From an optimization exercise on the open Yosys and OpenROAD flow, aimed at small area, a short achievable clock period and few clock cycles; shortcuts taken in it are not production practice.
Only simulation tests tie the RTL to the original design; equivalence was not proved.

==> flow/design.v, too long to show whole: its modules and the start of the top module <==
// module phase_step: 75 lines
// module add_rc: 19 lines
// module add_cs: 30 lines
// module inc_blk: 25 lines
// module osc_front: 14 lines
// module osc_mid: 15 lines
// module round24: 22 lines
// module sq_v: 769 lines
// module quant: 25 lines
// module ahb1_refill: 99 lines
module ahb1_refill (
    input  wire        clk,
    input  wire        rst,         
    input  wire        start,       
    input  wire        half,        
    input  wire        depth32,     
    input  wire        wave,        
    input  wire [31:0] inc,         
    output wire        ready,
    output wire        done,
    output wire [31:0] phase,
    output wire        mem_we,
    output wire [9:0]  mem_addr,
    output wire [15:0] mem_wdata
);
  // ...
==> flow/flow/run.sh <==
#!/bin/bash
# The standard layout (the standard.sh), with two changes to how it is
# made: the ports are buffered with buf_2 rather than the resizer's default
# choice, and repair_timing aims at a setup slack of at least
# SETUP_SLACK_MARGIN ns at the design's own clock period and constraints.
set -euo pipefail
export SETUP_SLACK_MARGIN=79
export BUFFER_PORTS_ARGS="-buffer_cell sky130_fd_sc_hd__buf_2"
bash standard.sh > standard_flow.log 2>&1
==> flow/standard.sh <==
#!/bin/bash
# synth_recipe.tcl (not shown) runs the flow's synth.tcl, then flattens the netlist and writes it again
# the make line also repeats each setting of config.mk as NAME=value (left out here)
make -C /OpenROAD-flow-scripts/flow DESIGN_CONFIG=/design/flow/config.mk WORK_HOME=/design/flow/orfs CLKGATE_MAP_FILE= SYNTH_SCRIPT=/design/flow/synth_recipe.tcl "${@:-finish}"
==> flow/config.mk <==
export PLATFORM = sky130hd
export DESIGN_NAME = ahb1_refill
export DESIGN_NICKNAME = ahb1_refill
export VERILOG_FILES = /design/flow/design.v
export SDC_FILE = /design/flow/constraint.sdc
export NUM_CORES = 4
export LEC_CHECK = 0
export ABC_AREA = 1
export CAP_MARGIN = 20
export CORE_MARGIN = 2
export CORE_UTILIZATION = 60
export PLACE_DENSITY = 0.7
export SLEW_MARGIN = 20
==> flow/constraint.sdc <==
create_clock -name core_clock -period 100.0 [get_ports {clk}]
set_input_delay 20.0000 -clock core_clock [delete_from_list [all_inputs] [get_ports {clk}]]
set_output_delay 20.0000 -clock core_clock [all_outputs]
set_load 0.01 [all_outputs]
==> run notes, run 1 <==
The worst reg2reg path depth is 94. The most critical setup path has its endpoint at mem_addr[8]. Once the clock tree was built, the setup fixing pass inserted 18 buffers. The peak fanout along the critical path works out to 2.

After layout, the worst setup slack is 78.99 ns. The number of antenna diodes in the final layout is 0. The critical path is of the register to output pin type. The minimum hold slack was 0.485 ns. The worst hold path terminates at r2[47]$_DFF_P_. In this run the remaining antenna-violating nets after routing total 0. Cell with the largest stage delay on the worst path: edfxtp_1. The logs give 41600 um^2 for the area of the die and 3213 for the synthesized instance count. The number of flops mapped to enable cells by yosys came out at 51. The core region area was 39500 um^2. Pin placement for this block handled 99 I/O pins. The multi-input gate share of the layout cell area is 68.5%, and the post-detailed-routing wire length is 71500 um. The final count of pins violating max slew is 0. The proportion of cell area occupied by registers is 15.4%. The post-CTS resize count was 83. The endpoint identified for the worst register-to-register timing path is ph_r[9]$_SDFFE_PP0P_.

The number of clock buffers in the layout is 18, and the x dimension of the die is 204 um. The first-pass GRT wire length was 113000 um. The total of max-cap violations came out at 0. The worst min-delay path category is register to register.

Setup violations remaining at the end of the flow were counted as 0. The tools report the achievable frequency as 0.0476 GHz. The number of cells on the worst hold path is 1.

Each instance of the synthesized netlist takes up on average 7.46 um^2. Once placement completed, the tool counted placed cells totaling 3730. Synthesis instantiated 63 different standard cells from the library. In this run the deepest clock path goes through 2 buffers. The run finished with no timing, DRC or antenna violations. 2420 cells are multi-input combinational gates. The shortest period the worst path allows is 21.01 ns. The met2 layer wire length in the routed design came out at 33500 um.
Testbench counts, summed over its fixed seeds: cycles 49,544.
==> module add_cs, before the edit <==
module add_cs #(parameter W = 24, parameter B = 8) (
    input  wire [W-1:0] a,
    input  wire [W-1:0] b,
    input  wire         ci,
    output wire [W-1:0] s,
    output wire         co
);
    localparam NB = (W + B - 1) / B;
    wire [NB:0] c;
    assign c[0] = ci;
    genvar k;
    generate
        for (k = 0; k < NB; k = k + 1) begin : blk
            localparam LO = k * B;
            localparam HI = (LO + B > W) ? W : LO + B;
            if (k == 0) begin : first
                add_rc #(.W(HI - LO)) u (.a(a[HI-1:LO]), .b(b[HI-1:LO]), .ci(c[0]),
                                         .s(s[HI-1:LO]), .co(c[1]));
            end else begin : sel
                wire [HI-LO-1:0] s0, s1;
                wire             c0, c1;
                add_rc #(.W(HI - LO)) u0 (.a(a[HI-1:LO]), .b(b[HI-1:LO]), .ci(1'b0), .s(s0), .co(c0));
                add_rc #(.W(HI - LO)) u1 (.a(a[HI-1:LO]), .b(b[HI-1:LO]), .ci(1'b1), .s(s1), .co(c1));
                assign s[HI-1:LO] = c[k] ? s1 : s0;
                assign c[k + 1]   = c[k] ? c1 : c0;
            end
        end
    endgenerate
    assign co = c[NB];
endmodule
==> module osc_front, before the edit <==
module osc_front (
    input  wire [25:0] v,        
    input  wire        st,       
    output wire [25:0] r         
);
    wire [24:0] sh  = v[25:1];
    wire        rnd = v[0] & (st | v[1]);
    wire        c23 = rnd & (&sh[22:0]);
    wire        p23 = sh[23] ^ c23;
    wire        p24 = sh[24] | (sh[23] & c23);
    wire [23:0] wh;
    inc_blk #(.W(24), .B(24)) u_inc (.x(sh[23:0] ^ {24{p23}}), .c(p23 ^ rnd), .y(wh), .co());
    assign r = {p24, p23, wh};
endmodule
==> module osc_mid, before the edit <==
module osc_mid (
    input  wire [25:0] r,
    input  wire        wave,
    output wire        sign,
    output wire [46:0] V
);
    wire [23:0] wh = r[23:0];
    wire        same = (r[25] == r[24]);
    wire [24:0] sabs;
    inc_blk #(.W(24), .B(24)) u_neg (.x(wh ^ {24{same}}), .c(same), .y(sabs[23:0]), .co(sabs[24]));
    wire [46:0] vsin;
    sq_v u_sq (.a(wh), .v(vsin));
    assign sign = wave ? ~same : ~r[25];
    assign V    = wave ? vsin : {sabs, 22'd0};
endmodule
==> module ahb1_refill, before the edit <==
module ahb1_refill (
    input  wire        clk,
    input  wire        rst,         
    input  wire        start,       
    input  wire        half,        
    input  wire        depth32,     
    input  wire        wave,        
    input  wire [31:0] inc,         
    output wire        ready,
    output wire        done,
    output wire [31:0] phase,
    output wire        mem_we,
    output wire [9:0]  mem_addr,
    output wire [15:0] mem_wdata
);
    reg        idle_r;      
    reg        done_r;
    reg        pre_r;       
    reg        we_r;
    reg [9:0]  addr_r;      
    reg [15:0] wd_r;
    reg [29:0] ph_r;        
    reg [30:0] inc_r;       
    reg        depth_r;
    reg        wave_r;
    reg [25:0] r1;          
    reg [47:0] r2;
    wire [29:0] ph_next;
    wire [25:0] sv;
    wire        sst;
    wire        adv;
    phase_step u_step (.p(ph_r), .inc(inc_r), .smp(~adv), .pn(ph_next), .vs(sv), .sts(sst));
    wire [25:0] front;
    osc_front u_front (.v(sv), .st(sst), .r(front));
    wire        mid_sign;
    wire [46:0] mid_v;
    osc_mid u_mid (.r(r1), .wave(wave_r), .sign(mid_sign), .V(mid_v));
    wire [46:0] y;
    round24 u_round (.V(r2[46:0]), .Y(y));
    wire        hi;
    wire [15:0] word;
    quant u_quant (.sign(r2[47]), .Y(y), .depth32(depth_r), .hiw(hi), .w(word));
    always @(posedge clk) begin
        r1 <= front;
        r2 <= {mid_sign, mid_v};
    end
    wire [9:0] a_perm = depth_r ? {addr_r[9:2], addr_r[0], addr_r[1]} : addr_r;
    wire [9:0] a_inc  = a_perm + 10'd1;
    wire [9:0] a_next = depth_r ? {a_inc[9:2], a_inc[0], a_inc[1]} : a_inc;
    wire [9:0] a_t    = we_r ? a_next : addr_r;       
    wire       last   = depth_r ? (addr_r[8:0] == 9'h1FF) : (addr_r[7:0] == 8'hFF);
    assign     hi     = depth_r & ~a_t[0];
    wire       ld     = depth_r ? ~a_t[1] : ~a_t[0];
    assign     adv    = pre_r ? ~depth_r
                      : depth_r ? (a_t[1:0] == 2'b10)
                      : (a_t[0] & (a_t[7:0] != 8'hFF));
    assign ready     = idle_r;
    assign done      = done_r;
    assign phase     = {2'b00, ph_r};
    assign mem_we    = we_r;
    assign mem_addr  = addr_r;
    assign mem_wdata = wd_r;
    always @(posedge clk) begin
        if (rst) begin
            idle_r <= 1'b1;
            done_r <= 1'b0;
            pre_r  <= 1'b0;
            we_r   <= 1'b0;
            ph_r   <= 30'd0;
        end else begin
            done_r <= 1'b0;
            pre_r  <= 1'b0;
            if (idle_r) begin
                if (start) begin
                    idle_r <= 1'b0;
                    pre_r  <= 1'b1;
                end
            end else if (we_r && last) begin
                idle_r <= 1'b1;
                done_r <= 1'b1;
                we_r   <= 1'b0;
            end else begin
                if (!pre_r) we_r <= 1'b1;
                if (adv) ph_r <= ph_next;
            end
        end
    end
    always @(posedge clk) begin
        if (idle_r) begin
            inc_r   <= inc[30:0];
            depth_r <= depth32;
            wave_r  <= wave;
            addr_r  <= {half & depth32, half & ~depth32, 8'd0};
        end else begin
            addr_r  <= a_t;
            if (ld) wd_r <= word;
        end
    end
endmodule
==> inputs of run 2 (changes only) <==
--- a/flow/design.v
+++ b/flow/design.v
@@ -114,5 +114,6 @@
                 wire [HI-LO-1:0] s0, s1;
-                wire             c0, c1;
+                wire             c0, c1, ca;
                 add_rc #(.W(HI - LO)) u0 (.a(a[HI-1:LO]), .b(b[HI-1:LO]), .ci(1'b0), .s(s0), .co(c0));
-                add_rc #(.W(HI - LO)) u1 (.a(a[HI-1:LO]), .b(b[HI-1:LO]), .ci(1'b1), .s(s1), .co(c1));
+                inc_blk #(.W(HI - LO), .B(HI - LO)) u1 (.x(s0), .c(1'b1), .y(s1), .co(ca));
+                assign c1         = c0 | ca;
                 assign s[HI-1:LO] = c[k] ? s1 : s0;
@@ -152,2 +153,3 @@
     input  wire        st,       
+    input  wire        wave,     
     output wire [25:0] r         
@@ -159,5 +161,7 @@
     wire        p24 = sh[24] | (sh[23] & c23);
-    wire [23:0] wh;
-    inc_blk #(.W(24), .B(24)) u_inc (.x(sh[23:0] ^ {24{p23}}), .c(p23 ^ rnd), .y(wh), .co());
-    assign r = {p24, p23, wh};
+    wire        neg = wave ? p23 : ~p24;
+    wire [24:0] m;
+    inc_blk #(.W(24), .B(24)) u_inc (.x(sh[23:0] ^ {24{neg}}), .c(neg ^ rnd), .y(m[23:0]), .co(m[24]));
+    wire        sgn = wave ? (p24 ^ p23) : ~p24;
+    assign r = {sgn, m};
 endmodule
@@ -169,10 +173,6 @@
 );
-    wire [23:0] wh = r[23:0];
-    wire        same = (r[25] == r[24]);
-    wire [24:0] sabs;
-    inc_blk #(.W(24), .B(24)) u_neg (.x(wh ^ {24{same}}), .c(same), .y(sabs[23:0]), .co(sabs[24]));
     wire [46:0] vsin;
-    sq_v u_sq (.a(wh), .v(vsin));
-    assign sign = wave ? ~same : ~r[25];
-    assign V    = wave ? vsin : {sabs, 22'd0};
+    sq_v u_sq (.a(r[23:0]), .v(vsin));
+    assign sign = r[25];
+    assign V    = wave ? vsin : {r[24:0], 22'd0};
 endmodule
@@ -1011,2 +1011,3 @@
     reg        done_r;
+    reg        wait_r;      
     reg        pre_r;       
@@ -1027,3 +1028,3 @@
     wire [25:0] front;
-    osc_front u_front (.v(sv), .st(sst), .r(front));
+    osc_front u_front (.v(sv), .st(sst), .wave(wave_r), .r(front));
     wire        mid_sign;
@@ -1060,2 +1061,3 @@
             done_r <= 1'b0;
+            wait_r <= 1'b0;
             pre_r  <= 1'b0;
@@ -1065,3 +1067,4 @@
             done_r <= 1'b0;
-            pre_r  <= 1'b0;
+            wait_r <= 1'b0;
+            pre_r  <= wait_r;
             if (idle_r) begin
@@ -1069,4 +1072,5 @@
                     idle_r <= 1'b0;
-                    pre_r  <= 1'b1;
+                    wait_r <= 1'b1;
                 end
+            end else if (wait_r) begin
             end else if (we_r && last) begin
--- a/flow/config.mk
+++ b/flow/config.mk
@@ -11,2 +11,3 @@
 export CORE_UTILIZATION = 60
+export CTS_BUF_LIST = sky130_fd_sc_hd__clkbuf_4 sky130_fd_sc_hd__clkbuf_8
 export PLACE_DENSITY = 0.7
==> run 2 against run 1 <==
Flip-flop and latch count rose by 1. Hold slack lost 0.15 ns. Fmax decreased by 0.46%. Sequential share of layout area is 0.21 points higher. Die area decreased by 0.98%. Worst setup slack got worse by 0.097 ns. Non-clock buffer count unchanged. Largest cell class unchanged. First-iteration DRC count is 1.5% higher.
==> run notes, run 2 <==
Worst-path cell chain: buf_12, buf_6 (was buf_2). Largest cells by area after synthesis: fa_1 (22%), nand2_1 (14%), ha_1 (13%) (was fa_1 (22%), ha_1 (13%), nand2_1 (13%)).

The share of final-layout standard cells stronger than drive strength 1 was 11.2% (was 11.1%). The clock tree root driver cell is clkbuf_8 (was clkbuf_16). The number of cells on the worst hold path was 0 (was 1); the share of flip-flops with an asynchronous set or reset was 0% (unchanged).

The tools report the count of different cell masters after synthesis as 63 (unchanged). The starting density of the core was 61.1% (was 60.6%). The tools report the total of hold buffers inserted after clock tree synthesis as 0 (unchanged).

The run gives 0 (unchanged) as the total of max-cap violations. The number of setup violations in the final report is 0 (unchanged). The worst clock skew was 0.0195 ns (was 0.0183 ns); the area of the die was 41100 um^2 (was 41600 um^2).

The achievable frequency is 0.0474 GHz (was 0.0476 GHz). Register with the most flip-flops: r2 (unchanged). The tools report the half-perimeter wire length after placement as 55700 um (was 56400 um).

The site row count was 72 (was 73). The peak fanout along the critical path was 2 (unchanged); the number of global-route vias before repair was 21.9k (was 21.1k). The largest stage delay on the critical path is 0.37 ns (was 0.40 ns), and the number of stages on the worst setup path is 2 (was 1). The height of the die was 203 um (was 204 um). The number of flip-flops under the largest register name is 47 (unchanged).

The tools report the capturing element type of the critical path as an output pin (unchanged). The final period utilization works out to 21.1% (was 21.0%). The maximum buffer depth of the clock tree is 2 (unchanged).

Number of clock sinks seen by CTS: 167 (was 166). The logs give 0 ns (unchanged) for the total negative slack and 3789 (was 3813) for the net count of the finished layout. Count of synthesis-stage warnings from yosys: 3 (unchanged).

The sort of element at the start of the critical path was a register (unchanged). The number of buffers inserted during clock tree synthesis is 17 (unchanged), and the detailed-routing iteration count for the pre-antenna-repair pass is 8 (was 6). The largest net degree at the start of global routing is 74 (was 73). Family with the most delay on the worst path: flip-flops (unchanged).

The synthesized flop and latch total is 167 (was 166), and the sequential cell area fraction in the yosys report is 16.2% (was 16.0%). The tools report the data required time of the critical path as 80.00 ns (about the same). The count of input and output buffers is 95 (unchanged). TritonCTS built the clock tree. The run gives 1.11 ns (was 1.01 ns) as the data arrival time of the critical path. The share of the core filled with cells is 66.0% (was 65.5%). The number of flops mapped to enable cells by yosys was 51 (unchanged). The run gives 1.01 (was 0.946) as the final weighted congestion of routability-driven global placement. Post-detailed-routing wire length: 72100 um (was 71500 um). The cell with the largest stage delay on the worst path is dfxtp_4 (was edfxtp_1).

The tools report the residual DRC count as 0 (unchanged). The tools report the first-pass GRT wire length as 115000 um (was 113000 um). The top cell type by total area after synthesis is fa_1 (unchanged). The total track usage is 35.7% (was 35.0%). The worst min-delay path category was register to register (unchanged). Average footprint of a synthesized cell: 7.40 um^2 (was 7.46 um^2). The logs give 38800 um^2 (was 39500 um^2) for the core region area and 32.0% (was 36.9%) for the worst slew margin relative to its limit. The clock transition at the registers of the reported paths was 0.11 ns (was 0.07 ns); the initial antenna violation count was 1 (was 0).

The number of levels the H-tree was split into is 4 (unchanged), and the worst reg2reg path depth is 49 (was 94). Total inserted antenna cells: 0 (unchanged). The count of boundary I/O pins was 99 (unchanged); the netlist area before placement was 23700 um^2 (was 24000 um^2). Post-synth top cells: nand2_1 (879), inv_1 (425), nand3_1 (305) (was nand2_1 (837), inv_1 (461), nand3_1 (308)). For the insertion delay of the later-clocked pin in the worst-skew pair, the log shows 0.51 ns (was 0.46 ns). The run gives 3207 (was 3213) as the synthesized instance count.

The most common cell in the netlist was nand2_1 (unchanged). The most used flip-flop cell after synthesis is dfxtp_1 (unchanged). The transition time at the pin with the least slew margin works out to 1.02 ns (was 0.946 ns). The run finished with no timing, DRC or antenna violations. The layout overhead on the synthesized area came out at 7.97% (was 8.03%). Iteration-0 DRC count of the detailed router: 2105 (was 2074). The final count of pins violating max slew came out at 0 (unchanged). The combined buffer and inverter count along the critical path came out at 2 (was 1). The x dimension of the die was 203 um (was 204 um).

The detailed-route vias per instance is 5.88 (was 5.76). The run gives 22.2k (was 21.9k) as the number of vias in the routed layout. The shortest period the worst path allows was 21.11 ns (was 21.01 ns); the area share of the largest cell type after synthesis was 21.9% (was 21.6%).

The commonest non-fill, non-tap cell in the layout is nand2_1 (unchanged). Leading cell types in the layout, fill and taps excluded: nand2_1 (879), inv_1 (425), nand3_1 (305), fa_1 (259), ha_1 (244) (was nand2_1 (836), inv_1 (458), nand3_1 (306), fa_1 (258), ha_1 (253)). The antenna violation net count after detailed routing is 0 (unchanged), and the overall overflow remaining after global route is 0 (unchanged). The class of the most critical setup path is register to output pin (unchanged).

Final routed wire length divided by cell count: 19.1 um (was 18.8 um). The final count of hold timing violations was 0 (unchanged). Setup repair after global routing could not meet its margin everywhere. Biggest regs: r2: 47 flops, inc_r: 31 flops, ph_r: 30 flops (unchanged).
## run 2: cell types whose count changed after synthesis, sizes merged, moves of 9 or more
cell,previous run,this run
clkbuf,90,100
nor2,197,188
nand2,860,901
xor2,61,40
ha,253,244
mux2i,27,4
o21ai,146,181
inv,488,464
## run 2: stage by stage
step	hold slack (ns)	std cells	instance area, um^2	worst slack (ns)
floorplan	0.310	3208	23700	79.25
global placement	0.312	3702	24400	78.83
detailed placement	0.312	3702	24400	78.83
CTS	0.340	3778	25600	78.86
global route	0.350	3779	25600	78.85
finish	0.338	3779	25600	78.89
## run 2: cells by family (layout without fill, tap and decap cells)
group | count (synthesis) | count (layout) | synth area share, %
AO/OA/AOI/OAI | 328 | 328 | 7.68
buffers and inverters | 615 | 668 | 10.2
adder cells (fa/ha/maj) | 503 | 503 | 34.7
AND/OR/NAND/NOR | 1516 | 1516 | 28.2
multiplexers | 6 | 6 | 0.264
flip-flops | 167 | 167 | 16.2
other | 1 | 2 | 0.0158
XOR/XNOR | 71 | 71 | 2.62
## run 2: final cells by class
| type | instances | area [um^2] |
|---|---|---|
| Fill cell | 3419 | 13200 |
| Clock buffer | 17 | 234 |
| Clock inverter | 15 | 196 |
| Timing Repair Buffer | 169 | 1340 |
| Inverter | 467 | 1760 |
| Sequential cell | 167 | 3990 |
| Multi-Input combinational cell | 2426 | 17400 |
| Tap cell | 518 | 648 |
## run 2: repair_timing
action                                  CTS  global route
endpoints found under the setup margin   58            58
buffers inserted                         42             1
gates resized for setup                 119             0
gates cloned                              2             0
## run 2: final timing paths
path                                        to  slack, ns              start
worst max-delay path                     ready      78.89  idle_r$_SDFF_PP1_
worst max register to register  r2[44]$_DFF_P_      81.70      r1[2]$_DFF_P_
worst min-delay path            r2[47]$_DFF_P_       0.34     r1[25]$_DFF_P_
worst min register to register  r2[47]$_DFF_P_       0.34     r1[25]$_DFF_P_
## run 2: metal layers
metal | wire length, um | track usage [%]
met5 | 14 | 0
met4 | 2760 | 13.8
met3 | 6790 | 6.87
met2 | 32800 | 57.4
met1 | 29700 | 47.9
Testbench counts of run 2, summed over its fixed seeds: cycles 49,672.
==> module phase_step, before the edit <==
module phase_step (
    input  wire [29:0] p,       
    input  wire [30:0] inc,     
    input  wire        smp,     
    output reg  [29:0] pn,      
    output wire [25:0] vs,
    output wire        sts
);
    wire [7:0]  ep = {1'b0, p[29:23]};
    wire [7:0]  ei = inc[30:23];
    wire [7:0]  epe = (ep == 8'd0) ? 8'd1 : ep;
    wire [7:0]  eie = (ei == 8'd0) ? 8'd1 : ei;
    wire [23:0] mp = {ep != 8'd0, p[22:0]};
    wire [23:0] mi = {ei != 8'd0, inc[22:0]};
    wire [7:0]  d_ip = eie - epe;
    wire [7:0]  d_pi = epe - eie;
    wire        ip   = (eie > epe);
    wire [7:0]  d    = ip ? d_ip : d_pi;
    wire [7:0]  ex   = ip ? eie : epe;
    wire [23:0] mx   = ip ? mi : mp;
    wire [7:0]  rs  = 8'd126 - epe;
    wire [23:0] msh = (ip | smp) ? mp : mi;
    wire [7:0]  dsh = smp ? rs : d;
    reg  [25:0] v;
    reg         st;
    integer     k;
    always @* begin
        v  = {msh, 2'b00};
        st = 1'b0;
        for (k = 0; k < 5; k = k + 1)
            if (dsh[k]) begin
                st = st | (|(v & ((26'd1 << (1 << k)) - 26'd1)));
                v  = v >> (1 << k);
            end
        if (dsh[7:5] != 3'd0) begin
            v  = 26'd0;
            st = |msh;
        end
    end
    assign vs  = v;
    assign sts = st;
    wire [23:0] s24;
    wire        c24;
    add_cs #(.W(24), .B(8)) u_add (.a(mx), .b(v[25:2]), .ci(1'b0), .s(s24), .co(c24));
    wire        s_lo = v[0] | st;
    wire [23:0] m   = c24 ? {1'b1, s24[23:1]} : s24;
    wire        g   = c24 ? s24[0] : v[1];
    wire        s   = c24 ? (v[1] | s_lo) : s_lo;
    wire        rnd = g & (s | m[0]);
    wire [23:0] mr;
    wire        mco;
    inc_blk #(.W(24), .B(6)) u_rnd (.x(m), .c(rnd), .y(mr), .co(mco));
    wire [8:0]  eq = (mco | mr[23]) ? ({1'b0, ex} + {8'd0, c24} + {8'd0, mco}) : 9'd0;
    wire [4:0]  kk   = eq[4:0] + 5'd1;               
    wire [22:0] f    = mr[22:0] & (23'h7FFFFF >> kk);
    wire        z4 = ~|f[22:7];
    wire [22:0] n1 = z4 ? {f[6:0], 16'd0} : f;
    wire        z3 = ~|n1[22:15];
    wire [22:0] n2 = z3 ? {n1[14:0], 8'd0} : n1;
    wire        z2 = ~|n2[22:19];
    wire [22:0] n3 = z2 ? {n2[18:0], 4'd0} : n2;
    wire        z1 = ~|n3[22:21];
    wire [22:0] n4 = z1 ? {n3[20:0], 2'd0} : n3;
    wire        z0 = ~n4[22];
    wire [22:0] n5 = z0 ? {n4[21:0], 1'b0} : n4;
    wire [8:0]  en = eq - 9'd1 - {4'd0, z4, z3, z2, z1, z0};
    always @* begin
        if (eq < 9'd127)
            pn = {eq[6:0], mr[22:0]};
        else if (eq >= 9'd150 || !n5[22])
            pn = 30'd0;
        else
            pn = {en[6:0], n5[21:0], 1'b0};
    end
endmodule
==> module quant, before the edit <==
module quant (
    input  wire        sign,
    input  wire [46:0] Y,
    input  wire        depth32,
    input  wire        hiw,
    output wire [15:0] w
);
    wire        b32 = {Y[14:0], 31'd0} < Y;
    wire        b16 = {Y[30:0], 15'd0} < Y;
    wire        b   = depth32 ? b32 : b16;
    wire        d0  = b ^ sign;
    wire        d1  = b & sign;
    wire [15:0] hl  = Y[30:15];      
    wire [15:0] hh  = Y[46:31];      
    wire        br  = (~|hl[15:1]) & ((~hl[0] & (d0 | d1)) | (hl[0] & d1));
    wire        lo  = depth32 & ~hiw;
    wire [15:0] x   = lo ? hl : hh;
    wire        e0  = hiw ? br : d0;
    wire        e1  = hiw ? 1'b0 : d1;
    wire        bo0 = ~x[0] & e0;
    wire [14:0] nr;
    inc_blk #(.W(15), .B(5)) u_dec (.x(~x[15:1]), .c(e1 | bo0), .y(nr), .co());
    wire [15:0] r   = {~nr, x[0] ^ e0};
    assign w = r ^ {16{sign}};
endmodule
==> inputs of run 3 (changes only) <==
--- a/flow/design.v
+++ b/flow/design.v
@@ -53,23 +53,19 @@
     wire [8:0]  eq = (mco | mr[23]) ? ({1'b0, ex} + {8'd0, c24} + {8'd0, mco}) : 9'd0;
+    wire        isq  = (eq < 9'd127);
     wire [4:0]  kk   = eq[4:0] + 5'd1;               
-    wire [22:0] f    = mr[22:0] & (23'h7FFFFF >> kk);
-    wire        z4 = ~|f[22:7];
-    wire [22:0] n1 = z4 ? {f[6:0], 16'd0} : f;
-    wire        z3 = ~|n1[22:15];
-    wire [22:0] n2 = z3 ? {n1[14:0], 8'd0} : n1;
-    wire        z2 = ~|n2[22:19];
-    wire [22:0] n3 = z2 ? {n2[18:0], 4'd0} : n2;
-    wire        z1 = ~|n3[22:21];
-    wire [22:0] n4 = z1 ? {n3[20:0], 2'd0} : n3;
-    wire        z0 = ~n4[22];
-    wire [22:0] n5 = z0 ? {n4[21:0], 1'b0} : n4;
-    wire [8:0]  en = eq - 9'd1 - {4'd0, z4, z3, z2, z1, z0};
-    always @* begin
-        if (eq < 9'd127)
-            pn = {eq[6:0], mr[22:0]};
-        else if (eq >= 9'd150 || !n5[22])
-            pn = 30'd0;
-        else
-            pn = {en[6:0], n5[21:0], 1'b0};
-    end
+    wire [22:0] fm   = isq ? 23'h7FFFFF : (23'h7FFFFF >> kk);
+    wire [23:0] gq   = {mr[23] & isq, mr[22:0] & fm};
+    wire        z4 = ~isq & ~|gq[23:8];
+    wire [23:0] n1 = z4 ? {gq[7:0], 16'd0} : gq;
+    wire        z3 = ~isq & ~|n1[23:16];
+    wire [23:0] n2 = z3 ? {n1[15:0], 8'd0} : n1;
+    wire        z2 = ~isq & ~|n2[23:20];
+    wire [23:0] n3 = z2 ? {n2[19:0], 4'd0} : n2;
+    wire        z1 = ~isq & ~|n3[23:22];
+    wire [23:0] n4 = z1 ? {n3[21:0], 2'd0} : n3;
+    wire        z0 = ~isq & ~n4[23];
+    wire [23:0] n5 = z0 ? {n4[22:0], 1'b0} : n4;
+    wire [8:0]  en   = eq - {4'd0, z4, z3, z2, z1, z0};
+    wire        zero = ~isq & ((eq >= 9'd150) | ~n5[23]);
+    always @* pn = zero ? 30'd0 : {en[6:0], n5[22:0]};
 endmodule
@@ -976,4 +972,5 @@
 );
-    wire        b32 = {Y[14:0], 31'd0} < Y;
-    wire        b16 = {Y[30:0], 15'd0} < Y;
+    wire        b32, b16;
+    lt_rc #(.W(16)) u_b32 (.a({1'b0, Y[14:0]}), .b(Y[46:31]), .ci(|Y[30:0]), .lt(b32));
+    lt_rc #(.W(32)) u_b16 (.a({1'b0, Y[30:0]}), .b(Y[46:15]), .ci(|Y[14:0]), .lt(b16));
     wire        b   = depth32 ? b32 : b16;
@@ -994,2 +991,18 @@
 endmodule
+module lt_rc #(parameter W = 16) (
+    input  wire [W-1:0] a,
+    input  wire [W-1:0] b,
+    input  wire         ci,
+    output wire         lt
+);
+    wire [W:0] c;
+    assign c[0] = ci;
+    genvar i;
+    generate
+        for (i = 0; i < W; i = i + 1) begin : g
+            assign c[i + 1] = (~a[i] & b[i]) | (~(a[i] ^ b[i]) & c[i]);
+        end
+    endgenerate
+    assign lt = c[W];
+endmodule
 module ahb1_refill (
==> run 3 against run 2 <==
Synthesized cell count increased by 1.1%. Utilization is 0.97 points lower. Largest cell class unchanged. Critical path type unchanged. Critical endpoint is now mem_addr[9]. Critical path depth decreased by 1. Still clean.
==> run notes, run 3 <==
The number of cells after detailed placement is 3745 (was 3702), and the minimum setup slack in the final design is 78.85 ns (was 78.89 ns). The residual DRC count is 0 (unchanged), and the basic-gate share of the synthesized area counting and, or, nand and nor cells is 25.1% (was 28.2%). The height of the die came out at 203 um (about the same). The total negative slack was 0 ns (unchanged).

The run finished with no timing, DRC or antenna violations. The summed area of non-filler cells in the final layout came out at 25600 um^2 (about the same). The worst min-delay path category is register to register (unchanged).

The run gives 1500 (was 2105) as the iteration-0 DRC count of the detailed router. The layout overhead on the synthesized area is 7.50% (was 7.97%). The shortest period the worst path allows was 21.15 ns (was 21.11 ns); the largest stage delay on the critical path was 0.42 ns (was 0.37 ns). The total of hold buffers inserted after clock tree synthesis came out at 0 (unchanged).

Register with the most flip-flops: r2 (unchanged). The number of flops mapped to enable cells by yosys is 51 (unchanged), and the number of buffers inserted during clock tree synthesis is 17 (unchanged). Most used flip-flop cell after synthesis: dfxtp_1 (unchanged). Leading cell types in the layout, fill and taps excluded: nand2_1 (964), inv_1 (483), fa_1 (259), ha_1 (244), nor2_1 (179) (was nand2_1 (879), inv_1 (425), nand3_1 (305), fa_1 (259), ha_1 (244)).

The commonest non-fill, non-tap cell in the layout was nand2_1 (unchanged). The starting density of the core was 60.5% (was 61.1%). Net count of the finished layout: 3824 (was 3789). The number of vias in the routed layout came out at 21.4k (was 22.2k). The synthesized instance count is 3243 (was 3207). Biggest regs: r2: 47 flops, inc_r: 31 flops, ph_r: 30 flops (unchanged). The maximum buffer depth of the clock tree is 2 (unchanged).

The tools report the insertion delay of the later-clocked pin in the worst-skew pair as 0.58 ns (was 0.51 ns). The x dimension of the die was 203 um (about the same). Worst-path cell chain: buf_2 (was buf_12, buf_6). The tools report the start point of the critical path as addr_r[9]$_DFFE_PP_ (was idle_r$_SDFF_PP1_).

The overall overflow remaining after global route was 0 (unchanged). The most common cell in the netlist was nand2_1 (unchanged). The share of synthesized area spent on multiplexers is 0.278% (was 0.264%), and the core region area is 39500 um^2 (was 38800 um^2). For the initial antenna violation count, the log shows 2 (was 1).

The tools report the count of boundary I/O pins as 99 (unchanged). The final weighted congestion of routability-driven global placement is 0.938 (was 1.01). The number of flip-flops under the largest register name works out to 47 (unchanged).

Clock tree root driver cell: clkbuf_8 (unchanged). Post-synth top cells: nand2_1 (964), inv_1 (483), fa_1 (259) (was nand2_1 (879), inv_1 (425), nand3_1 (305)). The tools report the setup slack after placement as 78.72 ns (was 78.83 ns).

The xor and xnor fraction of the mapped netlist area was 3.05% (was 2.62%); the synthesized flop and latch total was 167 (unchanged). The final count of hold timing violations is 0 (unchanged), and the clock transition at the registers of the reported paths is 0.10 ns (was 0.11 ns). The total track usage came out at 33.6% (was 35.7%). Setup repair after global routing could not meet its margin everywhere.

The count of input and output buffers works out to 95 (unchanged). The achievable frequency was 0.0473 GHz (was 0.0474 GHz). The final period utilization is 21.1% (about the same). The tools report the capturing element type of the critical path as an output pin (unchanged). The tools report the worst slew margin relative to its limit as 29.0% (was 32.0%).

The share of flip-flops with an asynchronous set or reset is 0% (unchanged). The adder and majority cell fraction of the synthesized area is 34.5% (was 34.7%). Class of the most critical setup path: register to output pin (unchanged).

The tools report the antenna violation net count after detailed routing as 0 (unchanged). The cell with the largest stage delay on the worst path was edfxtp_1 (was dfxtp_4). For the number of global-route vias before repair, the log shows 21.3k (was 21.9k). Combinational family with the most area after synthesis: adder cells (unchanged). The number of clock sinks seen by CTS is 167 (unchanged).

Sequential cell area fraction in the yosys report: 16.2% (about the same). The first-pass GRT wire length is 109000 um (was 115000 um), and the count of filler cells inserted in the layout is 3574 (was 3419). The tools report the worst clock skew as 0.0355 ns (was 0.0195 ns).

The average footprint of a synthesized cell was 7.36 um^2 (was 7.40 um^2). The detailed-route vias per instance is 5.59 (was 5.88), and the count of different cell masters after synthesis is 73 (was 63). The tools report the site row count as 73 (was 72).

The half-perimeter wire length after placement was 51500 um (was 55700 um); the number of setup violations in the final report was 0 (unchanged). The launch instance of the worst register-to-register path was ph_r[23]$_SDFFE_PP0P_ (was r1[2]$_DFF_P_). The hold path startpoint is r1[25]$_DFF_P_ (unchanged). The top cell type by total area after synthesis is fa_1 (unchanged).

The fraction of the mapped netlist area in compound gates is 9.68% (was 7.68%). TritonCTS built the clock tree. The area of the die is 41400 um^2 (was 41100 um^2). The run gives 80.00 ns (about the same) as the data required time of the critical path. The family with the most delay on the worst path was flip-flops (unchanged). The logs give 4 (unchanged) for the number of levels the H-tree was split into and 63 (was 74) for the largest net degree at the start of global routing.

Detailed-routing iteration count for the pre-antenna-repair pass: 6 (was 8). The final count of pins violating max slew is 0 (unchanged). The tools report the total of max-cap violations as 0 (unchanged). For the netlist area before placement, the log shows 23900 um^2 (was 23700 um^2).

Final routed wire length divided by cell count: 17.7 um (was 19.1 um). The post-detailed-routing wire length is 67500 um (was 72100 um), and the data arrival time of the critical path is 1.15 ns (was 1.11 ns). Largest cells by area after synthesis: fa_1 (22%), nand2_1 (15%), ha_1 (13%) (was fa_1 (22%), nand2_1 (14%), ha_1 (13%)). The sort of element at the start of the critical path was a register (unchanged). The standard cell area after detailed placement is 24500 um^2 (was 24400 um^2), and the combined buffer and inverter count along the critical path is 1 (was 2). The peak fanout along the critical path was 2 (unchanged). The tools report the count of synthesis-stage warnings from yosys as 3 (unchanged). The final cell count without fillers was 3822 (was 3779); the share of final-layout standard cells stronger than drive strength 1 was 10.8% (was 11.2%). The transition time at the pin with the least slew margin was 1.06 ns (was 1.02 ns); the area share of the largest cell type after synthesis was 21.7% (was 21.9%).
run 3: cell count changes after synthesis, moves of 26 or more:
cell and change:
o21ai_1 +70, nand3_1 -220, o21ai_0 +26, nand2_1 +85
nor2_1 +26, inv_1 +58
run 3: final timing paths:
check | end | slack, ns | cells after the start
worst min register to register | r2[47]$_DFF_P_ | 0.33 | 0
worst max-delay path | mem_addr[9] | 78.85 | 1
worst min-delay path | r2[47]$_DFF_P_ | 0.33 | 0
worst max register to register | ph_r[29]$_SDFFE_PP0P_ | 81.83 | 97
run 3: metrics by stage:
step	utilization, %	hold WS, ns
global placement	62.1	0.314
global route	65.0	0.344
finish	65.0	0.334
detailed placement	62.1	0.313
floorplan	-	0.310
CTS	64.9	0.337
run 3: area by class of cell:
type / instances / area [um^2] / share of cell area [%]
repair buffers: 168 / 1270 / 4.94
inverters: 523 / 1970 / 7.68
clock inverters: 15 / 204 / 0.795
multi-input cells: 2406 / 17300 / 67.6
well taps: 525 / 657 / 2.56
flip-flops and latches: 167 / 3960 / 15.5
clock buffers: 17 / 234 / 0.912
diodes: 1 / 2.50 / 0.00976
run 3: cell families after synthesis:
family	after synthesis
AO/OA/AOI/OAI	414
XOR/XNOR	80
buffers and inverters	671
flip-flops	167
adder cells (fa/ha/maj)	503
multiplexers	6
other	1
AND/OR/NAND/NOR	1401
run 3: routing by layer:
metal,GRT usage (%),share of wire (%)
met4,15.0,4.2
met2,57.9,49
met3,5.42,6.8
met1,41.5,40
met5,0,0.019
run 3: worst register-to-register path: cells and delay by family (launching register included):
family / cells / cell delay (ns)
and+or+nand+nor: 41 / 6.46
adders and majority gates: 19 / 5.16
buffers and inverters: 23 / 3.88
AOI/OAI and AO/OA: 11 / 1.73
xor gates and xnor gates: 3 / 0.46
DFF: 1 / 0.37
run 3: what timing repair did:
action / in CTS / in global routing
gates resized for setup: 111 / 0
endpoints found under the setup margin: 59 / 59
setup buffers: 39 / 5
Testbench counts of run 3, summed over its fixed seeds: cycles 49,672.
==> inputs of run 4 (changes only) <==
--- a/flow/design.v
+++ b/flow/design.v
@@ -4,2 +4,3 @@
     input  wire        smp,     
+    input  wire        clr,     
     output reg  [29:0] pn,      
@@ -68,3 +69,3 @@
     wire [8:0]  en   = eq - {4'd0, z4, z3, z2, z1, z0};
-    wire        zero = ~isq & ((eq >= 9'd150) | ~n5[23]);
+    wire        zero = clr | (~isq & ((eq >= 9'd150) | ~n5[23]));
     always @* pn = zero ? 30'd0 : {en[6:0], n5[22:0]};
@@ -1039,3 +1040,3 @@
     wire        adv;
-    phase_step u_step (.p(ph_r), .inc(inc_r), .smp(~adv), .pn(ph_next), .vs(sv), .sts(sst));
+    phase_step u_step (.p(ph_r), .inc(inc_r), .smp(~adv), .clr(rst), .pn(ph_next), .vs(sv), .sts(sst));
     wire [25:0] front;
@@ -1077,3 +1078,2 @@
             we_r   <= 1'b0;
-            ph_r   <= 30'd0;
         end else begin
@@ -1094,3 +1094,2 @@
                 if (!pre_r) we_r <= 1'b1;
-                if (adv) ph_r <= ph_next;
             end
@@ -1098,2 +1097,5 @@
     end
+    always @(posedge clk)
+        if (rst || (!idle_r && !wait_r && !(we_r && last) && adv))
+            ph_r <= ph_next;
     always @(posedge clk) begin
--- a/flow/config.mk
+++ b/flow/config.mk
@@ -11,3 +11,2 @@
 export CORE_UTILIZATION = 60
-export CTS_BUF_LIST = sky130_fd_sc_hd__clkbuf_4 sky130_fd_sc_hd__clkbuf_8
 export PLACE_DENSITY = 0.7
==> run 4 against run 3 <==
Global-route usage decreased by 0.35 points. Clock-buffer cell count unchanged. Synthesized cell count decreased by 6.1%. Register-to-register slack got worse by 1.2 ns. Sequential share of layout area increased by 1.3 points. Flip-flop and latch count unchanged. Fmax increased by 0.25%. Clock skew decreased by 0.019 ns. Highest routed layer is now met4.
==> run notes, run 4 <==
The clock transition at the registers of the reported paths was 0.07 ns (was 0.10 ns); the count of input and output buffers was 95 (unchanged). The number of clock sinks seen by CTS came out at 167 (unchanged). The tools report the detailed-routing iteration count for the pre-antenna-repair pass as 7 (was 6). The run gives 23100 um^2 (was 23900 um^2) as the netlist area before placement. The final cell count without fillers came out at 3626 (was 3822). Class of the most critical setup path: register to output pin (unchanged). The residual DRC count was 0 (unchanged). The shortest period the worst path allows was 21.09 ns (was 21.15 ns). The family with the most delay on the worst path was flip-flops (unchanged). The final count of pins violating max slew came out at 0 (unchanged). The run finished with no timing, DRC or antenna violations. Capture point of the critical path: phase[18] (was mem_addr[9]).

The area of the die is 40200 um^2 (was 41400 um^2), and the worst reg2reg path depth is 90 (was 97). Cell with the largest stage delay on the worst path: edfxtp_1 (unchanged). The tools report the worst clock skew as 0.0167 ns (was 0.0355 ns). The synthesized flop and latch total works out to 167 (unchanged). The register with the most flip-flops is r2 (unchanged).

The count of synthesis-stage warnings from yosys was 3 (unchanged); the transition time at the pin with the least slew margin was 1.05 ns (was 1.06 ns). Post-detailed-routing wire length: 65800 um (was 67500 um). The sequential cell area fraction in the yosys report is 17.9% (was 16.2%), and the share of final-layout standard cells stronger than drive strength 1 is 9.79% (was 10.8%). The worst reg-to-reg setup slack is 80.65 ns (was 81.83 ns), and the data arrival time of the critical path is 1.09 ns (was 1.15 ns). The height of the die is 200 um (was 203 um).

The half-perimeter wire length after placement was 51600 um (was 51500 um); the largest stage delay on the critical path was 0.47 ns (was 0.42 ns). Minimum hold slack: 0.338 ns (was 0.334 ns). The x dimension of the die is 200 um (was 203 um), and the starting density of the core is 61.2% (was 60.5%). Leading cell types in the layout, fill and taps excluded: nand2_1 (938), inv_1 (454), fa_1 (259), ha_1 (243), o21ai_0 (165) (was nand2_1 (964), inv_1 (483), fa_1 (259), ha_1 (244), nor2_1 (179)). The capturing element type of the critical path is an output pin (unchanged). The layout overhead on the synthesized area works out to 7.41% (was 7.50%). The final weighted congestion of routability-driven global placement was 0.956 (was 0.938).

The minimum setup slack in the final design is 78.91 ns (was 78.85 ns). The net count of the finished layout came out at 3642 (was 3824). For the total negative slack, the log shows 0 ns (unchanged). The sort of element at the start of the critical path is a register (unchanged).

For the count of boundary I/O pins, the log shows 99 (unchanged). Largest cells by area after synthesis: fa_1 (22%), nand2_1 (15%), ha_1 (13%) (unchanged). The final routed wire length divided by cell count was 18.1 um (was 17.7 um). The number of vias in the routed layout was 20.5k (was 21.4k). The combined buffer and inverter count along the critical path was 1 (unchanged); the number of stages on the worst setup path was 1 (unchanged). Iteration-0 DRC count of the detailed router: 1799 (was 1500). Setup repair after global routing could not meet its margin everywhere. Most common cell in the netlist: nand2_1 (unchanged).

The tools report the clock tree root driver cell as clkbuf_16 (was clkbuf_8). The peak fanout along the critical path is 2 (unchanged). The initial antenna violation count was 3 (was 2); the overall overflow remaining after global route was 0 (unchanged). For the data required time of the critical path, the log shows 80.00 ns (about the same).

Worst-path cell chain: buf_2 (unchanged). The final count of hold timing violations is 0 (unchanged). The number of cells after detailed placement was 3549 (was 3745); the total track usage was 33.2% (was 33.6%). TritonCTS built the clock tree. The number of flip-flops under the largest register name was 47 (unchanged). The run gives 105000 um (was 109000 um) as the first-pass GRT wire length. Most used flip-flop cell after synthesis: dfxtp_1 (unchanged). The worst min-delay path category is register to register (unchanged).

The tools report the insertion delay of the later-clocked pin in the worst-skew pair as 0.46 ns (was 0.58 ns). Top cell type by total area after synthesis: fa_1 (unchanged). The tools report the launch instance of the worst register-to-register path as ph_r[26]$_SDFFCE_PP0P_ (was ph_r[23]$_SDFFE_PP0P_). The logs give 0 (unchanged) for the antenna violation net count after detailed routing and 71 (was 73) for the site row count. The run gives 0.0474 GHz (was 0.0473 GHz) as the achievable frequency.

The average footprint of a synthesized cell came out at 7.60 um^2 (was 7.36 um^2). The count of different cell masters after synthesis came out at 66 (was 73). The worst reg2reg path endpoint is ph_r[29]$_SDFFCE_PP0P_ (was ph_r[29]$_SDFFE_PP0P_). The number of global-route vias before repair is 20.2k (was 21.3k). Commonest non-fill, non-tap cell in the layout: nand2_1 (unchanged). Post-synth top cells: nand2_1 (938), inv_1 (454), fa_1 (259) (was nand2_1 (964), inv_1 (483), fa_1 (259)).

For the number of buffers inserted during clock tree synthesis, the log shows 17 (unchanged). The final period utilization was 21.1% (about the same); the total of hold buffers inserted after clock tree synthesis was 0 (unchanged). The share of flip-flops with an asynchronous set or reset was 0% (unchanged); the number of setup violations in the final report was 0 (unchanged). The total inserted antenna cells was 0 (was 1); the number of levels the H-tree was split into was 4 (unchanged).

The synthesized instance count is 3046 (was 3243), and the setup slack after placement is 78.45 ns (was 78.72 ns). The tools report the start point of the critical path as ph_r[18]$_SDFFCE_PP0P_ (was addr_r[9]$_DFFE_PP_). Biggest regs: r2: 47 flops, inc_r: 31 flops, ph_r: 30 flops (unchanged).

Area share of the largest cell type after synthesis: 22.4% (was 21.7%). The logs give 29.1% (was 29.0%) for the worst slew margin relative to its limit and 0 (unchanged) for the total of max-cap violations. Number of flops mapped to enable cells by yosys: 81 (was 51).

The core region area is 37800 um^2 (was 39500 um^2), and the largest net degree at the start of global routing is 63 (unchanged). The detailed-route vias per instance came out at 5.64 (was 5.59). The run gives 2 (unchanged) as the maximum buffer depth of the clock tree.
[run 4: cell count changes in the layout (fill, tap and decap cells not counted), sizes merged, moves of 6 or more]
cell    change
a21oi      -21
nand4       -9
inv        -45
edfxtp     +30
nand3      -15
dfxtp      -30
or2         -8
nor3        -8
nor2       -30
nand2      -32
xnor2       +6
o21ai      -20
[run 4: cells by family after synthesis]
logic type / synth area share [%]
buffers and inverters: 10.4
muxes: 0.259
and+or+nand+nor: 23.5
other: 0.0162
xor gates and xnor gates: 3.10
adders and majority gates: 35.5
AOI/OAI and AO/OA: 9.26
DFF: 17.9
[run 4: timing repair]
action                     4_1_cts  5_1_grt
setup endpoints to repair       50       50
hold endpoints to repair         0        0
resized for setup               14        6
buffers inserted                29       16
[run 4: per-stage QoR]
stage	utilization [%]	cell area, um^2
final	65.7	24900
after global routing	65.7	24900
after global placement	63.1	23900
after CTS	65.3	24700
after floorplan	-	23200
after detailed placement	63.1	23900
[run 4: worst min path at each step]
stage | start | to | slack, ns | cells past startpoint
6_report | r1[25]$_DFF_P_ | r2[47]$_DFF_P_ | 0.34 | 0
2_1_floorplan | r1[25]$_DFF_P_ | r2[47]$_DFF_P_ | 0.31 | 0
3_5_place_dp | r1[25]$_DFF_P_ | r2[47]$_DFF_P_ | 0.33 | 0
4_1_cts | r1[25]$_DFF_P_ | r2[47]$_DFF_P_ | 0.35 | 0
3_3_place_gp | r1[25]$_DFF_P_ | r2[47]$_DFF_P_ | 0.31 | 0
5_1_grt | r1[25]$_DFF_P_ | r2[47]$_DFF_P_ | 0.34 | 0
[run 4: metal layers]
| layer | vias up | track usage (%) | share of wire [%] |
|---|---|---|---|
| li1 | 9694 | - | - |
| met1 | 9799 | 42.6 | 40 |
| met2 | 823 | 56.5 | 49 |
| met3 | 134 | 5.97 | 7.4 |
| met4 | 0 | 12.0 | 3.2 |
| met5 | - | 0 | 0 |
[run 4: final cells by class]
class                           count  area (um^2)
Inverter                          476         1800
Fill cell                        3390        13000
Sequential cell                   167         4180
Tap cell                          511          639
Clock inverter                     15          158
Clock buffer                       17          425
Multi-Input combinational cell   2271        16600
Timing Repair Buffer              169         1050
[run 4: worst reg2reg max path, delay by kind of cell (launching register included)]
| kind | cells | cell delay (ns) |
|---|---|---|
| AO/OA/AOI/OAI | 8 | 2.06 |
| XOR/XNOR | 3 | 0.96 |
| adder cells (fa/ha/maj) | 19 | 5.29 |
| buffers and inverters | 17 | 3.69 |
| flip-flops | 1 | 0.44 |
| multiplexers | 1 | 0.15 |
| AND/OR/NAND/NOR | 42 | 6.56 |
Testbench counts of run 4, summed over its fixed seeds: cycles 49,672.
==> inputs of run 5 (changes only) <==
--- a/flow/config.mk
+++ b/flow/config.mk
@@ -8,3 +8,3 @@
 export ABC_AREA = 1
-export CAP_MARGIN = 20
+export CAP_MARGIN = 5
 export CORE_MARGIN = 2
@@ -12,2 +12,2 @@
 export PLACE_DENSITY = 0.7
-export SLEW_MARGIN = 20
+export SLEW_MARGIN = 5
==> run 5 against run 4 <==
Global-route usage rose by 0.057 points. Critical path depth is the same. Area after synthesis stayed put. Routed wire length is 0.18% higher. Largest cell class unchanged. Still clean. Worst setup slack got worse by 0.0010 ns.
==> run notes, run 5 <==
The flow ran to the end and the layout has no timing, DRC or antenna violations. The residual DRC count was 0 (unchanged). The cell with the largest stage delay on the worst path was edfxtp_1 (unchanged). The share of final-layout standard cells stronger than drive strength 1 is 9.53% (was 9.79%). The count of different cell masters after synthesis came out at 66 (unchanged). The antenna violation net count after detailed routing is 0 (unchanged). The count of boundary I/O pins came out at 99 (unchanged). The area share of the largest cell type after synthesis came out at 22.4% (unchanged). The number of levels the H-tree was split into came out at 4 (unchanged).

The number of buffers inserted during clock tree synthesis came out at 17 (unchanged). The run gives 1.10 ns (was 1.09 ns) as the data arrival time of the critical path. Worst clock skew: 0.0179 ns (was 0.0167 ns).

Standard cell area after detailed placement: 23900 um^2 (about the same). The number of flops mapped to enable cells by yosys was 81 (unchanged); the clock transition at the registers of the reported paths was 0.07 ns (about the same). The maximum buffer depth of the clock tree is 2 (unchanged), and the largest stage delay on the critical path is 0.47 ns (about the same). Final period utilization: 21.1% (about the same). The average footprint of a synthesized cell was 7.60 um^2 (unchanged); the achievable frequency was 0.0474 GHz (about the same). The register with the most flip-flops is r2 (unchanged). The worst slew margin relative to its limit is 15.5% (was 29.1%).

Worst-path cell chain: buf_2 (unchanged). The final count of hold timing violations was 0 (unchanged). For the storage element area, the log shows 4180 um^2 (unchanged). The tools report the number of global-route vias before repair as 20.2k (about the same). The worst min-delay path category is register to register (unchanged).

The first-pass GRT wire length was 106000 um (was 105000 um). The half-perimeter wire length after placement was 51600 um (about the same). Leading cell types in the layout, fill and taps excluded: nand2_1 (938), inv_1 (454), fa_1 (259), ha_1 (243), o21ai_0 (165) (unchanged).

The area of the die is 40200 um^2 (unchanged). The final count of pins violating max slew was 0 (unchanged). Setup repair after global routing could not meet its margin everywhere.

The share of flip-flops with an asynchronous set or reset was 0% (unchanged); the area of combinational cells with multiple inputs was 16600 um^2 (about the same). The peak fanout along the critical path came out at 2 (unchanged). The x dimension of the die was 200 um (unchanged); the met3 demand-to-capacity share in global routing was 5.32% (was 5.97%). Top cell type by total area after synthesis: fa_1 (unchanged). Initial antenna violation count: 3 (unchanged). Clock tree root driver cell: clkbuf_16 (unchanged). The summed area of non-filler cells in the final layout is 24800 um^2 (was 24900 um^2).

The number of setup violations in the final report is 0 (unchanged). Largest cells by area after synthesis: fa_1 (22%), nand2_1 (15%), ha_1 (13%) (unchanged). The tools report the core region area as 37800 um^2 (unchanged). The data required time of the critical path is 80.00 ns (about the same). The class of the most critical setup path was register to output pin (unchanged). Final weighted congestion of routability-driven global placement: 0.956 (unchanged). The synthesized flop and latch total came out at 167 (unchanged).

The combined buffer and inverter count along the critical path was 1 (unchanged); the detailed-route vias per instance was 5.63 (was 5.64). Most used flip-flop cell after synthesis: dfxtp_1 (unchanged). For the met2 track utilization from global routing, the log shows 56.7% (was 56.5%).

TritonCTS built the clock tree. Number of flip-flops under the largest register name: 47 (unchanged). Post-detailed-routing wire length: 65900 um (was 65800 um).

The total track usage came out at 33.3% (was 33.2%). Final routed wire length divided by cell count: 18.2 um (was 18.1 um). Biggest regs: r2: 47 flops, inc_r: 31 flops, ph_r: 30 flops (unchanged). The netlist area before placement came out at 23100 um^2 (unchanged). The site row count is 71 (unchanged), and the shortest period the worst path allows is 21.10 ns (was 21.09 ns).

The tools report the number of vias in the routed layout as 20.4k (was 20.5k). The tools report the starting density of the core as 61.2% (unchanged). The transition time at the pin with the least slew margin is 1.26 ns (was 1.05 ns). The height of the die came out at 200 um (unchanged). Insertion delay of the later-clocked pin in the worst-skew pair: 0.46 ns (about the same).

The sequential cell area fraction in the yosys report is 17.9% (unchanged). Most common cell in the netlist: nand2_1 (unchanged). The commonest non-fill, non-tap cell in the layout is nand2_1 (unchanged). The run gives 3359 (was 3390) as the count of filler cells inserted in the layout. The family with the most delay on the worst path was flip-flops (unchanged).

Sort of element at the start of the critical path: a register (unchanged). The iteration-0 DRC count of the detailed router was 1677 (was 1799); the total of max-cap violations was 0 (unchanged). The detailed-routing iteration count for the pre-antenna-repair pass came out at 6 (was 7).

The count of synthesis-stage warnings from yosys is 3 (unchanged). The net count of the finished layout was 3634 (was 3642). The largest net degree at the start of global routing is 63 (unchanged), and the layout overhead on the synthesized area is 7.16% (was 7.41%). The total of hold buffers inserted after clock tree synthesis came out at 0 (unchanged). The layer with the highest usage is met2 (unchanged).

The tools report the capturing element type of the critical path as an output pin (unchanged). Total negative slack: 0 ns (unchanged). The run gives 167 (unchanged) as the number of clock sinks seen by CTS. The logs give 3046 (unchanged) for the synthesized instance count and 43.2% (was 42.6%) for the routing usage on met1. The count of input and output buffers was 95 (unchanged); the overall overflow remaining after global route was 0 (unchanged).

Post-synth top cells: nand2_1 (938), inv_1 (454), fa_1 (259) (unchanged).
run 5: cell counts after synthesis:
No cell type changed its count.
run 5: through the flow:
step	std cells	util, %	hold WS [ns]	setup WS (ns)
after floorplan	3047	-	0.310	79.07
after global placement	3549	63.1	0.312	78.40
after detailed placement	3549	63.1	0.329	78.44
after CTS	3610	65.3	0.347	78.88
after global routing	3618	65.5	0.345	78.90
final	3619	65.5	0.338	78.90
run 5: final timing paths:
| kind | startpoint | endpoint | slack [ns] | depth (start not counted) |
|---|---|---|---|---|
| max | ph_r[19]$_SDFFCE_PP0P_ | phase[19] | 78.90 | 1 |
| min | r1[25]$_DFF_P_ | r2[47]$_DFF_P_ | 0.34 | 0 |
| max reg2reg | ph_r[26]$_SDFFCE_PP0P_ | ph_r[29]$_SDFFCE_PP0P_ | 80.75 | 89 |
| min reg2reg | r1[25]$_DFF_P_ | r2[47]$_DFF_P_ | 0.34 | 0 |
run 5: cell type report:
class / instances / area share [%]
inverters: 476 / 7.24
repair buffers: 161 / 4.01
clock buffers: 17 / 1.71
multi-input cells: 2271 / 67.0
clock inverters: 15 / 0.625
diodes: 1 / 0.0101
well taps: 511 / 2.58
flip-flops and latches: 167 / 16.8
run 5: layer usage:
| layer | routed length [um] | up-vias |
|---|---|---|
| li1 | - | 9673 |
| met1 | 27000 | 9779 |
| met2 | 32100 | 784 |
| met3 | 4620 | 141 |
| met4 | 2130 | 0 |
| met5 | 0 | - |
run 5: repair_timing:
item,4_1_cts,5_1_grt
pin swaps,0,0
resized for setup,13,8
setup endpoints to repair,48,46
buffers inserted,29,8
run 5: cell families (layout without fill, tap and decap cells):
kind of cell / count (synthesis) / in the layout / share of synthesized area [%]
and+or+nand+nor: 1305 / 1305 / 23.5
buffers and inverters: 609 / 669 / 10.4
adders and majority gates: 502 / 502 / 35.5
AOI/OAI and AO/OA: 375 / 375 / 9.26
DFF: 167 / 167 / 17.9
xor gates and xnor gates: 81 / 81 / 3.10
muxes: 6 / 6 / 0.259
other: 1 / 3 / 0.0162
==> inputs of run 6 (changes only) <==
--- a/flow/flow/run.sh
+++ b/flow/flow/run.sh
@@ -6,3 +6,3 @@
 set -euo pipefail
-export SETUP_SLACK_MARGIN=79
+export SETUP_SLACK_MARGIN=79.15
 export BUFFER_PORTS_ARGS="-buffer_cell sky130_fd_sc_hd__buf_2"
==> run 6 against run 5 <==
First-iteration DRC count is 1.3% higher. Non-clock buffer count rose by 15. Largest cell class unchanged. Utilization grew 0.55 points. Via count grew 0.79%. Global-route usage rose by 0.39 points. Critical path depth unchanged. Still clean on timing, DRC and antenna.
==> run notes, run 6 <==
The run finished with no timing, DRC or antenna violations. The number of levels the H-tree was split into came out at 4 (unchanged). Biggest regs: r2: 47 flops, inc_r: 31 flops, ph_r: 30 flops (unchanged). The number of flip-flops under the largest register name works out to 47 (unchanged). The logs give 0 ns (unchanged) for the total negative slack and 3650 (was 3634) for the net count of the finished layout. The family with the most delay on the worst path was flip-flops (unchanged). TritonCTS built the clock tree. The tools report the synthesized instance count as 3046 (unchanged).

Post-synth top cells: nand2_1 (938), inv_1 (454), fa_1 (259) (unchanged). The average footprint of a synthesized cell was 7.60 um^2 (unchanged). For the initial antenna violation count, the log shows 4 (was 3).

The insertion delay of the later-clocked pin in the worst-skew pair is 0.46 ns (about the same), and the sequential cell area fraction in the yosys report is 17.9% (unchanged). Worst-path cell chain: buf_2 (unchanged).

The final period utilization works out to 21.1% (about the same). The routing usage on met1 came out at 43.2% (about the same). The tools report the final weighted congestion of routability-driven global placement as 0.983 (was 0.956). The logs give 1.12 ns (was 1.10 ns) for the data arrival time of the critical path and 20.6k (was 20.2k) for the number of global-route vias before repair.

The worst slew margin relative to its limit is 32.4% (was 15.5%), and the starting density of the core is 61.2% (unchanged). The met3 demand-to-capacity share in global routing is 6.01% (was 5.32%). The detailed-route vias per instance was 5.65 (was 5.63); the height of the die was 200 um (unchanged). The run gives 8 (was 6) as the detailed-routing iteration count for the pre-antenna-repair pass. The layer with the highest usage is met2 (unchanged). The tools report the final count of hold timing violations as 0 (unchanged). The minimum setup slack in the final design is 78.88 ns (was 78.90 ns), and the count of filler cells inserted in the layout is 3386 (was 3359). Count of synthesis-stage warnings from yosys: 3 (unchanged).

Final routed wire length divided by cell count: 18.4 um (was 18.2 um). The share of the core filled with cells is 66.1% (was 65.5%). The register with the most flip-flops was r2 (unchanged). The run gives 40200 um^2 (unchanged) as the area of the die. The number of cells on the worst hold path works out to 0 (unchanged).

Clock transition at the registers of the reported paths: 0.07 ns (about the same). Worst reg2reg path depth: 87 (was 89). The residual DRC count was 0 (unchanged). The count of boundary I/O pins came out at 99 (unchanged). The tools report the sort of element at the start of the critical path as a register (unchanged).

The start point of the critical path was ph_r[16]$_SDFFCE_PP0P_ (was ph_r[19]$_SDFFCE_PP0P_). The shortest period the worst path allows came out at 21.12 ns (was 21.10 ns). The top cell type by total area after synthesis was fa_1 (unchanged). Hold path startpoint: r1[25]$_DFF_P_ (unchanged). Antenna violation net count after detailed routing: 0 (unchanged). Leading cell types in the layout, fill and taps excluded: nand2_1 (938), inv_1 (454), fa_1 (259), ha_1 (243), o21ai_0 (165) (unchanged).

The peak fanout along the critical path is 3 (was 2). The run gives 0 (unchanged) as the overall overflow remaining after global route. For the netlist area before placement, the log shows 23100 um^2 (unchanged). The capturing element type of the critical path was an output pin (unchanged). The commonest non-fill, non-tap cell in the layout is nand2_1 (unchanged). The run gives 0 (unchanged) as the total of hold buffers inserted after clock tree synthesis. The maximum buffer depth of the clock tree was 2 (unchanged). The total track usage was 33.7% (was 33.3%); the post-detailed-routing wire length was 67000 um (was 65900 um). The worst clock skew came out at 0.0171 ns (was 0.0179 ns).

The synthesized flop and latch total was 167 (unchanged). Cell with the largest stage delay on the worst path: edfxtp_1 (unchanged). The combined buffer and inverter count along the critical path was 1 (unchanged). The tools report the met2 track utilization from global routing as 56.8% (was 56.7%). The count of different cell masters after synthesis was 66 (unchanged). The transition time at the pin with the least slew margin works out to 1.00 ns (was 1.26 ns).

Share of flip-flops with an asynchronous set or reset: 0% (unchanged). The class of the most critical setup path is register to output pin (unchanged). The run gives 0 (unchanged) as the final count of pins violating max slew. The largest stage delay on the critical path was 0.48 ns (was 0.47 ns); the number of clock sinks seen by CTS was 167 (unchanged). The number of cells after detailed placement is 3552 (was 3549), and the number of flops mapped to enable cells by yosys is 81 (unchanged).

The tools report the minimum hold slack as 0.330 ns (was 0.338 ns). The count of input and output buffers is 95 (unchanged). The run gives 107000 um (was 106000 um) as the first-pass GRT wire length. The run gives 37800 um^2 (unchanged) as the core region area.

Setup repair after global routing could not meet its margin everywhere. The run gives 1698 (was 1677) as the iteration-0 DRC count of the detailed router. The run gives 0 (unchanged) as the total of max-cap violations.

The most used flip-flop cell after synthesis is dfxtp_1 (unchanged). The x dimension of the die came out at 200 um (unchanged). Launch instance of the worst register-to-register path: ph_r[26]$_SDFFCE_PP0P_ (unchanged). For the number of buffers inserted during clock tree synthesis, the log shows 17 (unchanged). Number of setup violations in the final report: 0 (unchanged). The run gives 78.70 ns (was 78.44 ns) as the setup slack after placement. The site row count was 71 (unchanged). Clock tree root driver cell: clkbuf_16 (unchanged).

The number of vias in the routed layout is 20.5k (was 20.4k). The most common cell in the netlist is nand2_1 (unchanged). Share of final-layout standard cells stronger than drive strength 1: 9.99% (was 9.53%). The final cell count without fillers came out at 3634 (was 3619). The number of stages on the worst setup path is 1 (unchanged). The data required time of the critical path was 80.00 ns (about the same).

Largest cells by area after synthesis: fa_1 (22%), nand2_1 (15%), ha_1 (13%) (unchanged). The largest net degree at the start of global routing was 63 (unchanged). The worst min-delay path category is register to register (unchanged).

The logs give 52200 um (was 51600 um) for the half-perimeter wire length after placement and 0 (was 1) for the total inserted antenna cells. The achievable frequency was 0.0474 GHz (about the same). Area share of the largest cell type after synthesis: 22.4% (unchanged). The layout overhead on the synthesized area works out to 8.05% (was 7.16%).
## run 6: worst paths after layout
| kind | end | slack [ns] |
|---|---|---|
| max | phase[16] | 78.88 |
| min reg2reg | r2[47]$_DFF_P_ | 0.33 |
| min | r2[47]$_DFF_P_ | 0.33 |
| max reg2reg | ph_r[29]$_SDFFCE_PP0P_ | 81.01 |
## run 6: area by class of cell
cell class | instances | area (um^2) | area share (%)
tap | 511 | 639 | 2.56
multi-input combinational | 2272 | 16600 | 66.5
sequential | 167 | 4180 | 16.7
timing repair buffer | 176 | 1160 | 4.66
inverter | 476 | 1790 | 7.16
clock inverter | 10 | 91.3 | 0.365
clock buffer | 22 | 512 | 2.05
## run 6: repair_timing
item,in CTS,in global routing
setup buffers,33,15
endpoints found under the setup margin,59,63
cloned,0,1
endpoints found under the hold margin,0,0
gates resized for setup,23,8
pin swaps,0,1
## run 6: logic make-up (layout without fill, tap and decap cells)
kind of cell,Yosys count,after routing,synth area share [%]
fa+ha+maj,502,502,35.5
simple gates,1305,1306,23.5
flops,167,167,17.9
compound gates,375,375,9.26
buf+inv,609,684,10.4
mux,6,6,0.259
other cells,1,2,0.0162
xor+xnor,81,81,3.10
## run 6: routing by layer
metal,part of all wire [%],wire length [um]
met5,0,0
met4,3.2,2170
met3,7.4,4990
met2,49,32800
met1,40,27100
## run 6: worst register-to-register path, delay by kind of cell (launching register included)
kind,cells,cell delay (ns)
xor gates and xnor gates,3,0.84
adders and majority gates,19,5.30
DFF,1,0.41
AOI/OAI and AO/OA,7,1.87
and+or+nand+nor,43,7.20
buffers and inverters,15,3.11
## run 6: stage by stage
step | cell area [um^2]
CTS | 24900
global route | 25000
floorplan | 23200
finish | 25000
detailed placement | 23900
global placement | 23900

[separate check: timing with driven ports]
In the flow no input, the clock included, has a driving cell. The finished layouts below were timed again as built, in two steps.
Step 1: set_driving_cell puts a clkbuf_16 on clk and a buf_2 on each other input, an assumption about the parent block.
Step 2 adds t to the input delays and takes it off the output delays; t is the mean of the earliest and latest rising clock arrival at the registers after step 1. Input paths then give back, and output paths get back, about the clock's delay inside the block.
Three values: no drivers, after step 1, after step 2; two values: the first two.
run | shift t [ns] | setup slack, ns | cell pins on the clock port's net
run 1 | 0.513 | 78.986 / 78.927 / 78.734 | 1
run 2 | 0.553 | 78.889 / 78.839 / 78.729 | 1
run 3 | 0.612 | 78.853 / 78.802 / 78.682 | 1
run 4 | 0.499 | 78.905 / 78.856 / 78.632 | 1
run 5 | 0.496 | 78.904 / 78.855 / 78.638 | 1
run 6 | 0.503 | 78.882 / 78.826 / 78.770 | 1
After both steps setup and hold are still met in every run listed. For run 4, which loses most, drivers alone change the setup slack by -0.049 ns; drivers and shift together by -0.273 ns.
